What follows belongs to an exercise in optimizing a design on an open flow for small area and few clock cycles; a production flow would make more cautious choices.
In this exercise RTL edits were held to simulation tests only and were not proved equivalent to the original.
Power is estimated from default activity; no workload was simulated.

**flow/design.v**
```verilog
module mb_crc16 (
    input  wire [15:0] crc_in,
    input  wire [7:0]  data,
    output reg  [15:0] crc_out
);
    integer i;
    always @* begin
        crc_out = crc_in ^ {8'h00, data};
        for (i = 0; i < 8; i = i + 1) begin
            if (crc_out[0])
                crc_out = (crc_out >> 1) ^ 16'hA001;
            else
                crc_out = crc_out >> 1;
        end
    end
endmodule
module mb_encoder (
    input  wire        clk,
    input  wire        rst,
    input  wire        req_valid,
    output wire        req_ready,
    input  wire        req_kind,       
    input  wire [15:0] req_tid,
    input  wire [7:0]  req_unit,
    input  wire [7:0]  req_fc,
    input  wire [15:0] req_addr,
    input  wire [15:0] req_qty,
    input  wire [15:0] req_value,
    input  wire        wd_valid,
    output wire        wd_ready,
    input  wire [7:0]  wd_byte,
    output wire        tx_valid,
    input  wire        tx_ready,
    output reg  [7:0]  tx_byte,
    output wire        tx_last,
    output wire        tx_err
);
    reg  [8:0]  q;         
    reg  [15:0] crc;
    wire [11:0] end_lo   = {1'b0, req_addr[10:0]} + {1'b0, req_qty[10:0]};
    wire        range_ok = ~&req_addr[15:11] || (end_lo <= 12'd2048);
    wire        qty_nz   = |req_qty;
    wire        qty_coil = qty_nz && (req_qty <= 16'd2000);
    wire        qty_reg  = qty_nz && (req_qty <= 16'd125);
    reg         req_ok;
    always @* begin
        case (req_fc)
            8'h01, 8'h0F: req_ok = qty_coil && range_ok;
            8'h03, 8'h10: req_ok = qty_reg && range_ok;
            8'h06:        req_ok = (req_qty == 16'd1);
            default:      req_ok = 1'b0;
        endcase
    end
    wire        is0f     = (req_fc == 8'h0F);
    wire        is10     = (req_fc == 8'h10);
    wire        multi    = is0f || is10;
    wire [10:0] qty_p7   = req_qty[10:0] + 11'd7;
    wire [7:0]  bc       = is10 ? {req_qty[6:0], 1'b0} : qty_p7[10:3];
    wire [8:0]  mbap_len = multi ? (9'd7 + {1'b0, bc}) : 9'd6;
    wire [15:0] word2    = (req_fc == 8'h06) ? req_value : req_qty;
    wire        rtu0 = (q == 9'd0) && !req_kind;
    wire [8:0]  e    = {q[8:3], q[2] | rtu0, q[1] | rtu0, q[0]};
    wire [9:0]  t    = {1'b0, e} - {1'b0, mbap_len} - 10'd5;
    wire        t0   = (t == 10'd0);
    wire        t1   = (t == 10'd1);
    wire        t2   = (t == 10'd2);
    wire        in_data = (e >= 9'd13) && (t[9] || t0);
    reg [7:0] hdr_byte;
    always @* begin
        case (e[3:0])
            4'd0:    hdr_byte = req_tid[15:8];
            4'd1:    hdr_byte = req_tid[7:0];
            4'd4:    hdr_byte = {7'd0, mbap_len[8]};
            4'd5:    hdr_byte = mbap_len[7:0];
            4'd6:    hdr_byte = req_unit;
            4'd7:    hdr_byte = req_fc;
            4'd8:    hdr_byte = req_addr[15:8];
            4'd9:    hdr_byte = req_addr[7:0];
            4'd10:   hdr_byte = word2[15:8];
            4'd11:   hdr_byte = word2[7:0];
            4'd12:   hdr_byte = bc;
            default: hdr_byte = 8'h00;
        endcase
    end
    wire [7:0] coil_mask = (is0f && t0 && req_qty[2:0] != 3'd0)
                           ? (8'hFF >> (4'd8 - {1'b0, req_qty[2:0]})) : 8'hFF;
    always @* begin
        if (!req_ok)
            tx_byte = 8'h00;
        else if (t1)
            tx_byte = crc[7:0];
        else if (t2)
            tx_byte = crc[15:8];
        else if (in_data)
            tx_byte = wd_byte & coil_mask;
        else
            tx_byte = hdr_byte;
    end
    assign tx_err    = !req_ok;
    assign tx_last   = !req_ok || (req_kind ? t0 : t2);
    assign tx_valid  = req_valid && (!in_data || wd_valid);
    assign wd_ready  = in_data && tx_ready;
    assign req_ready = tx_ready && tx_last && (!in_data || wd_valid);
    wire        tx_fire = tx_valid && tx_ready;
    wire [15:0] crc_next;
    mb_crc16 u_crc (.crc_in(crc), .data(tx_byte), .crc_out(crc_next));
    always @(posedge clk) begin
        if (rst) begin
            q   <= 9'd0;
            crc <= 16'hFFFF;
        end else if (tx_fire) begin
            if (tx_last) begin
                q   <= 9'd0;
                crc <= 16'hFFFF;
            end else begin
                q   <= e + 9'd1;
                if (!t1)
                    crc <= crc_next;
            end
        end
    end
endmodule
module mb_decoder (
    input  wire        clk,
    input  wire        rst,
    input  wire        rx_valid,
    output wire        rx_ready,
    input  wire [7:0]  rx_byte,
    input  wire        rx_last,
    input  wire        rx_kind,       
    output wire        pd_valid,
    input  wire        pd_ready,
    output wire [7:0]  pd_byte,
    output wire        dec_valid,
    input  wire        dec_ready,
    output reg  [1:0]  dec_status,    
    output wire [15:0] dec_tid,
    output wire [7:0]  dec_unit,
    output reg  [2:0]  dec_class,     
    output wire [7:0]  dec_fc,
    output wire [15:0] dec_a,
    output wire [15:0] dec_b
);
    localparam ST_OK    = 2'd0;
    localparam ST_TRUNC = 2'd1;
    localparam ST_CRC   = 2'd2;
    localparam ST_MALF  = 2'd3;
    localparam C_INVALID = 3'd0;
    localparam C_EXC     = 3'd1;
    localparam C_REGS    = 3'd2;
    localparam C_COILS   = 3'd3;
    localparam C_WR      = 3'd4;
    reg         rec;           
    reg  [9:0]  cnt;           
    reg         kind;
    reg  [7:0]  prev1, prev2;  
    reg  [15:0] crc;           
    reg  [15:0] tid;           
    reg         hbad;          
    reg         lsat;          
    reg  [9:0]  mlen;          
    reg  [7:0]  unit, fc;      
    reg  [7:0]  a_hi, a_lo;    
    reg  [7:0]  b_hi, b_lo;    
    wire [9:0] pos      = rec ? 10'd0 : cnt;
    wire       first    = (pos == 10'd0);
    wire       kind_cur = first ? rx_kind : kind;
    wire       pd_pos   = kind ? (pos >= 10'd7) : (pos >= 10'd3);
    assign pd_valid = rx_valid && pd_pos;
    assign pd_byte  = kind ? rx_byte : prev2;
    assign rx_ready = rec ? dec_ready : (!pd_pos || pd_ready);
    wire   rx_fire  = rx_valid && rx_ready;
    assign dec_valid = rec;
    wire [15:0] crc_upd;
    mb_crc16 u_crc (.crc_in(first ? 16'hFFFF : crc), .data(rx_byte), .crc_out(crc_upd));
    wire [9:0] fpos   = kind_cur ? (pos - 10'd6) : pos;
    wire       fc_wr  = (fc == 8'h06) || (fc == 8'h0F) || (fc == 8'h10);
    always @(posedge clk) begin
        if (rst) begin
            rec  <= 1'b0;
            cnt  <= 10'd0;
        end else begin
            if (rec && dec_ready)
                rec <= 1'b0;
            if (rx_fire) begin
                if (rx_last) begin
                    rec <= 1'b1;
                    cnt <= pos;
                end else begin
                    cnt <= pos + 10'd1;
                end
            end else if (rec && dec_ready) begin
                cnt <= 10'd0;
            end
        end
    end
    always @(posedge clk) begin
        if (rx_fire) begin
            kind  <= kind_cur;
            prev1 <= rx_byte;
            prev2 <= prev1;
            crc   <= crc_upd;
            case (pos)
                10'd0: tid[15:8] <= rx_byte;
                10'd1: tid[7:0]  <= rx_byte;
                10'd2: hbad      <= |rx_byte;
                10'd3: hbad      <= hbad | (|rx_byte);
                10'd4: begin
                    lsat       <= |rx_byte[7:2];
                    mlen[9:8]  <= rx_byte[1:0];
                end
                10'd5: begin
                    mlen[7:0]  <= rx_byte;
                    hbad       <= hbad | (!lsat && mlen[9:8] == 2'd0 && rx_byte[7:1] == 7'd0);
                end
                default: ;
            endcase
            case (fpos)
                10'd0: unit <= rx_byte;
                10'd1: fc   <= rx_byte;
                10'd2: begin
                    a_hi <= fc_wr ? rx_byte : 8'h00;
                    a_lo <= rx_byte;
                end
                10'd3: if (fc_wr) a_lo <= rx_byte;
                10'd4: b_hi <= rx_byte;
                10'd5: b_lo <= rx_byte;
                default: ;
            endcase
        end
    end
    wire [9:0]  m_cnt  = cnt - (kind ? 10'd6 : 10'd2);
    wire [10:0] tcp_end = {1'b0, mlen} + 11'd5;    
    always @* begin
        if (kind) begin
            if (cnt < 10'd5)
                dec_status = ST_TRUNC;
            else if (hbad)
                dec_status = ST_MALF;
            else if (lsat || {1'b0, cnt} < tcp_end)
                dec_status = ST_TRUNC;
            else if ({1'b0, cnt} > tcp_end)
                dec_status = ST_MALF;
            else
                dec_status = ST_OK;
        end else begin
            if (cnt < 10'd3)
                dec_status = ST_TRUNC;
            else if (crc != 16'h0000)
                dec_status = ST_CRC;
            else
                dec_status = ST_OK;
        end
    end
    always @* begin
        dec_class = C_INVALID;
        if (fc[7]) begin
            if (m_cnt == 10'd2)
                dec_class = C_EXC;
        end else if (fc == 8'h01) begin
            if (m_cnt == {2'b00, a_lo} + 10'd2)
                dec_class = C_COILS;
        end else if (fc == 8'h03) begin
            if (m_cnt == {2'b00, a_lo} + 10'd2 && !a_lo[0])
                dec_class = C_REGS;
        end else if (fc_wr) begin
            if (m_cnt == 10'd5)
                dec_class = C_WR;
        end
    end
    assign dec_tid  = tid;
    assign dec_unit = unit;
    assign dec_fc   = fc;
    assign dec_a    = {a_hi, a_lo};
    assign dec_b    = {b_hi, b_lo};
endmodule
module mbcodec (
    input  wire        clk,
    input  wire        rst,
    input  wire        req_valid,
    output wire        req_ready,
    input  wire        req_kind,
    input  wire [15:0] req_tid,
    input  wire [7:0]  req_unit,
    input  wire [7:0]  req_fc,
    input  wire [15:0] req_addr,
    input  wire [15:0] req_qty,
    input  wire [15:0] req_value,
    input  wire        wd_valid,
    output wire        wd_ready,
    input  wire [7:0]  wd_byte,
    output wire        tx_valid,
    input  wire        tx_ready,
    output wire [7:0]  tx_byte,
    output wire        tx_last,
    output wire        tx_err,
    input  wire        rx_valid,
    output wire        rx_ready,
    input  wire [7:0]  rx_byte,
    input  wire        rx_last,
    input  wire        rx_kind,
    output wire        pd_valid,
    input  wire        pd_ready,
    output wire [7:0]  pd_byte,
    output wire        dec_valid,
    input  wire        dec_ready,
    output wire [1:0]  dec_status,
    output wire [15:0] dec_tid,
    output wire [7:0]  dec_unit,
    output wire [2:0]  dec_class,
    output wire [7:0]  dec_fc,
    output wire [15:0] dec_a,
    output wire [15:0] dec_b
);
    mb_encoder u_enc (
        .clk(clk), .rst(rst),
        .req_valid(req_valid), .req_ready(req_ready), .req_kind(req_kind),
        .req_tid(req_tid), .req_unit(req_unit), .req_fc(req_fc),
        .req_addr(req_addr), .req_qty(req_qty), .req_value(req_value),
        .wd_valid(wd_valid), .wd_ready(wd_ready), .wd_byte(wd_byte),
        .tx_valid(tx_valid), .tx_ready(tx_ready), .tx_byte(tx_byte),
        .tx_last(tx_last), .tx_err(tx_err)
    );
    mb_decoder u_dec (
        .clk(clk), .rst(rst),
        .rx_valid(rx_valid), .rx_ready(rx_ready), .rx_byte(rx_byte),
        .rx_last(rx_last), .rx_kind(rx_kind),
        .pd_valid(pd_valid), .pd_ready(pd_ready), .pd_byte(pd_byte),
        .dec_valid(dec_valid), .dec_ready(dec_ready), .dec_status(dec_status),
        .dec_tid(dec_tid), .dec_unit(dec_unit), .dec_class(dec_class),
        .dec_fc(dec_fc), .dec_a(dec_a), .dec_b(dec_b)
    );
endmodule
```
**flow/run.sh**
```bash
#!/bin/bash
# synth_recipe.tcl (not shown) runs the flow's synth.tcl, then flattens the netlist and writes it again
# the make line also repeats each setting of config.mk as NAME=value (left out here)
make -C /OpenROAD-flow-scripts/flow DESIGN_CONFIG=/design/flow/config.mk WORK_HOME=/design/flow/orfs CLKGATE_MAP_FILE= SYNTH_SCRIPT=/design/flow/synth_recipe.tcl finish
```
**flow/config.mk**
```make
export PLATFORM = sky130hd
export DESIGN_NAME = mbcodec
export DESIGN_NICKNAME = mbcodec
export VERILOG_FILES = /design/flow/design.v
export SDC_FILE = /design/flow/constraint.sdc
export NUM_CORES = 4
export LEC_CHECK = 0
export CAP_MARGIN = 20
export CORE_MARGIN = 2
export CORE_UTILIZATION = 40
export PLACE_DENSITY = 0.6
export SLEW_MARGIN = 20
```
**flow/constraint.sdc**
```tcl
create_clock -name core_clock -period 10.0 [get_ports {clk}]
set_input_delay 2.0000 -clock core_clock [delete_from_list [all_inputs] [get_ports {clk}]]
set_output_delay 2.0000 -clock core_clock [all_outputs]
set_load 0.01 [all_outputs]
```
==> impl_metrics.json <==
{
  "drt_pass1_iterations": 8,
  "ant_nets": 0,
  "clock_skew_ns": 0.0152,
  "crit_start": "req_qty[0]",
  "clkLatencyLatePin_ns": 0.42,
  "die-area_sq_um": 27800,
  "ys.warnings.count": 3,
  "synth_enable_flop_cells": 109,
  "syn_inst": 1143,
  "core-area_sq_um": 26000,
  "diodes": 0,
  "max_freq_mhz": 102,
  "synth.distinct_cells": 91,
  "rr_worst_depth": 23,
  "timing.final.crit_share_pct": 97.9,
  "total_power_mw": 1.65,
  "wl_per_cell_microns": 19.6,
  "ys_seq_area_share_pct": 37.8,
  "post-route-min-period_ns": 9.79,
  "clk_pin_slew_ns": 0.06,
  "finalWirelength_microns": 34100,
  "endpoint_kind": "primary output",
  "hold_class": "register to register",
  "cp.arrival_ns": 7.79,
  "min-delay-start": "u_dec.prev1[1]",
  "ctsHtreeMaxLevel": 4,
  "cts_tree": "built",
  "worstSetupPathType": "input port to primary output",
  "p_per_area_nw_per_um2": 117,
  "dpl.hpwl_microns": 26500,
  "drive_gt1_share_pct": 12.5,
  "synth-seq-cells": 145,
  "gp_routability_congestion": 1.02,
  "worst_slew_pin_slew_ns": 0.956,
  "syn2layout_area_growth_pct": 33.8,
  "hold_depth": 0,
  "grt_overflow": 0,
  "num_rows": 59,
  "start_kind": "input port",
  "hold_viol": 0,
  "ys.flop_type": "edfxtp_1",
  "start_util_pct": 40.7,
  "required_ns": 8.00,
  "drv_slew": 0,
  "root_buffer": "clkbuf_16",
  "syn_area_sq_um": 10600,
  "grt_first_pass_wirelength_microns": 53600,
  "grt_max_degree": 42,
  "setup-violations-final": 0,
  "synth_fp_nets": 1311,
  "io_pins": 200,
  "grt_pass1_vias": 9632,
  "p_leak_nw": 5.29,
  "dp.cells": 1701,
  "drc": 0,
  "cts_buffers": 17,
  "status": "no timing/DRC/antenna violations",
  "dieHeight_microns": 167,
  "synth_area_per_cell_sq_um": 9.25,
  "drt-initial-drc-count": 905,
  "maxCapViolCount": 0,
  "worst-path-max-fanout": 8,
  "fin_nets": 1558,
  "r2r-start": "u_enc.q[0]",
  "antenna_found_initial": 0,
  "die_w_microns": 167,
  "instances_no_fill": 1738,
  "port_buffers": 199,
  "cts_buffer_depth": 2,
  "clock-sinks": 145,
  "num_vias": 9810,
  "ir_worst_vdd_mv": 0.101,
  "grt_usage_pct": 24.2,
  "relSlewSlack_pct": 36.1,
  "avgViaCountPerCell": 5.64,
  "async_flop_share_pct": 0
}
==> per-stage QoR <==
step	area, sq um	hold WS (ns)	setup WS, ns	TNS [ns]	util [%]
global placement	13400	0.401	0.136	0	51.4
CTS	13900	0.419	0.0292	0	53.6
finish	14100	0.418	0.211	0	54.4
detailed placement	13400	0.405	0.0450	0	51.4
global route	14100	0.429	-0.0657	-0.215	54.4
floorplan	10600	0.400	0.956	0	-
==> layout make-up <==
class,instances,area (sq um)
repair buffers,279,2620
fillers,2329,11800
well taps,335,419
multi-input cells,888,6330
inverters,59,221
clock buffers,17,425
flip-flops and latches,145,3990
clock inverters,15,133
==> path summary, 6_finish.rpt <==
check / slack, ns / end
hold / removal: 0.42 / u_dec.prev2[1]
setup reg to reg: 4.11 / u_enc.crc[0]
setup / recovery: 0.21 / tx_byte[0]
hold reg to reg: 0.42 / u_dec.prev2[1]
==> layer usage <==
metal / vias up / wire, microns / track usage, %
li1: 4741 / - / -
met1: 4682 / 15400 / 32.8
met2: 341 / 16000 / 39.8
met3: 46 / 1970 / 4.54
met4: 0 / 770 / 6.78
met5: - / 0 / 0
==> cells in the mapped netlist, types with 9 or more instances <==
library cell | n | share of area [%]
nor2_1 | 104 | 3.7
and3_1 | 15 | 0.89
xor2_1 | 43 | 3.6
inv_1 | 58 | 2.1
edfxtp_1 | 109 | 31
a22oi_1 | 10 | 0.71
nor2b_1 | 9 | 0.53
nand4_1 | 12 | 0.71
and2_1 | 19 | 1.1
nand3_1 | 35 | 1.7
a21o_1 | 9 | 0.64
o22ai_1 | 15 | 0.89
a31oi_1 | 13 | 0.77
mux2_2 | 13 | 1.4
a22o_1 | 11 | 0.91
xnor2_1 | 61 | 5.1
a21oi_1 | 61 | 2.9
nand2b_1 | 20 | 1.2
o211ai_1 | 11 | 0.78
clkbuf_1 | 41 | 1.5
nor4_1 | 22 | 1.3
nor3_1 | 23 | 1.1
or3_1 | 13 | 0.77
o21a_1 | 16 | 1.1
nand2_1 | 82 | 2.9
ha_1 | 58 | 6.9
o21ai_0 | 53 | 2.5
dfxtp_1 | 36 | 6.8
mux2i_1 | 19 | 1.8
==> cells by family (layout without fill, tap and decap cells) <==
logic type / count (synthesis) / after routing / synth area share (%)
DFF: 145 / 145 / 37.8
xor gates and xnor gates: 106 / 106 / 8.98
muxes: 34 / 34 / 3.42
AOI/OAI and AO/OA: 279 / 279 / 18.2
buffers and inverters: 110 / 370 / 4.09
and+or+nand+nor: 408 / 408 / 20.1
adders and majority gates: 61 / 61 / 7.43
==> registers in the layout, indices dropped and copies added (netlist names) <==
signal and flops:
u_dec.crc 16, u_dec.tid 16, u_dec.lsat 1, u_enc.q 9, u_dec.prev2 8, u_enc.crc 16
u_dec.b_hi 8, u_dec.a_hi 8, u_dec.prev1 8, u_dec.a_lo 8, u_dec.unit 8, u_dec.cnt 10
u_dec.mlen 10, u_dec.fc 8, u_dec.rec 1, u_dec.hbad 1, u_dec.b_lo 8, u_dec.kind 1
==> critical path, cell delays in order <==
cell	delay [ns]
clkdlybuf4s50_1	0.48
inv_1	0.06
ha_1	0.20
nor2b_1	0.15
or4_1	0.54
a31oi_2	0.25
nand3_2	0.13
buf_4	0.17
a21oi_4	0.13
xnor2_1	0.14
nor2_1	0.07
ha_1	0.27
inv_1	0.04
ha_1	0.34
o211a_1	0.20
nor3_2	0.05
or3b_1	0.38
o22ai_2	0.24
a211oi_4	0.11
buf_4	0.16
or4_4	0.54
o21ai_1	0.15
nand2_1	0.06
o221ai_1	0.11
nor2_1	0.10
a21oi_2	0.17
nor2_1	0.06
clkdlybuf4s50_1	0.49
==> cells in the final DEF (no fill, tap or decap), drive strengths merged, types with 11 or more instances in the layout <==
cell	netlist	routed
xnor2	62	62
nor3	24	24
a21oi	63	63
mux2i	20	20
a22o	11	11
buf	10	80
nand2b	20	20
nor2	104	104
ha	58	58
o21a	16	16
clkbuf	41	17
edfxtp	109	109
o21ai	61	61
and2	21	21
nand4	12	12
o22ai	15	15
nand2	82	82
mux2	14	14
clkdlybuf4s50	0	193
inv	58	62
nor4	22	22
dfxtp	36	36
a22oi	11	11
o211ai	12	12
xor2	43	43
nand3	35	35
and3	15	15
or3	13	13
a31oi	13	13
==> timing repair <==
item | in CTS | in global routing
setup endpoints to repair | 0 | 10
endpoints found under the hold margin | 0 | 0
hold buffers | 0 | 0
buffers inserted | 0 | 5
resized for setup | 0 | 39
==> power by group <==
group / switching [mW] / total [mW] / internal (mW)
clock network: 0.254 / 0.598 / 0.344
registers: 0.0187 / 0.694 / 0.675
logic: 0.189 / 0.361 / 0.172
total: 0.462 / 1.65 / 1.19
Testbench counts, summed over its fixed seeds: cycles 95,853.

port drivers added, routing unchanged:
No port has a modelled driver above. Below, the same layout with a new extraction and two added sets of constraints.
Step 1: set_driving_cell puts a clkbuf_16 on clk and a buf_2 on each other input, an assumption about the parent block.
Step 2, shift: input delay + t, output delay - t, t = (earliest + latest rising clock arrival at the registers) / 2. This alone moves slack from input paths to output paths.
a / b / c = no drivers / after step 1 / after step 2; a / b = the first two.
t (ns): 0.461
setup slack, ns: 0.211 / 0.167 / 0.167
worst setup path at the end: input to output
worst data-port slew with drivers (ns): 0.05
After both steps setup and hold are still met in this run. For this run, drivers alone change the setup slack by -0.044 ns; drivers and shift together by -0.044 ns.
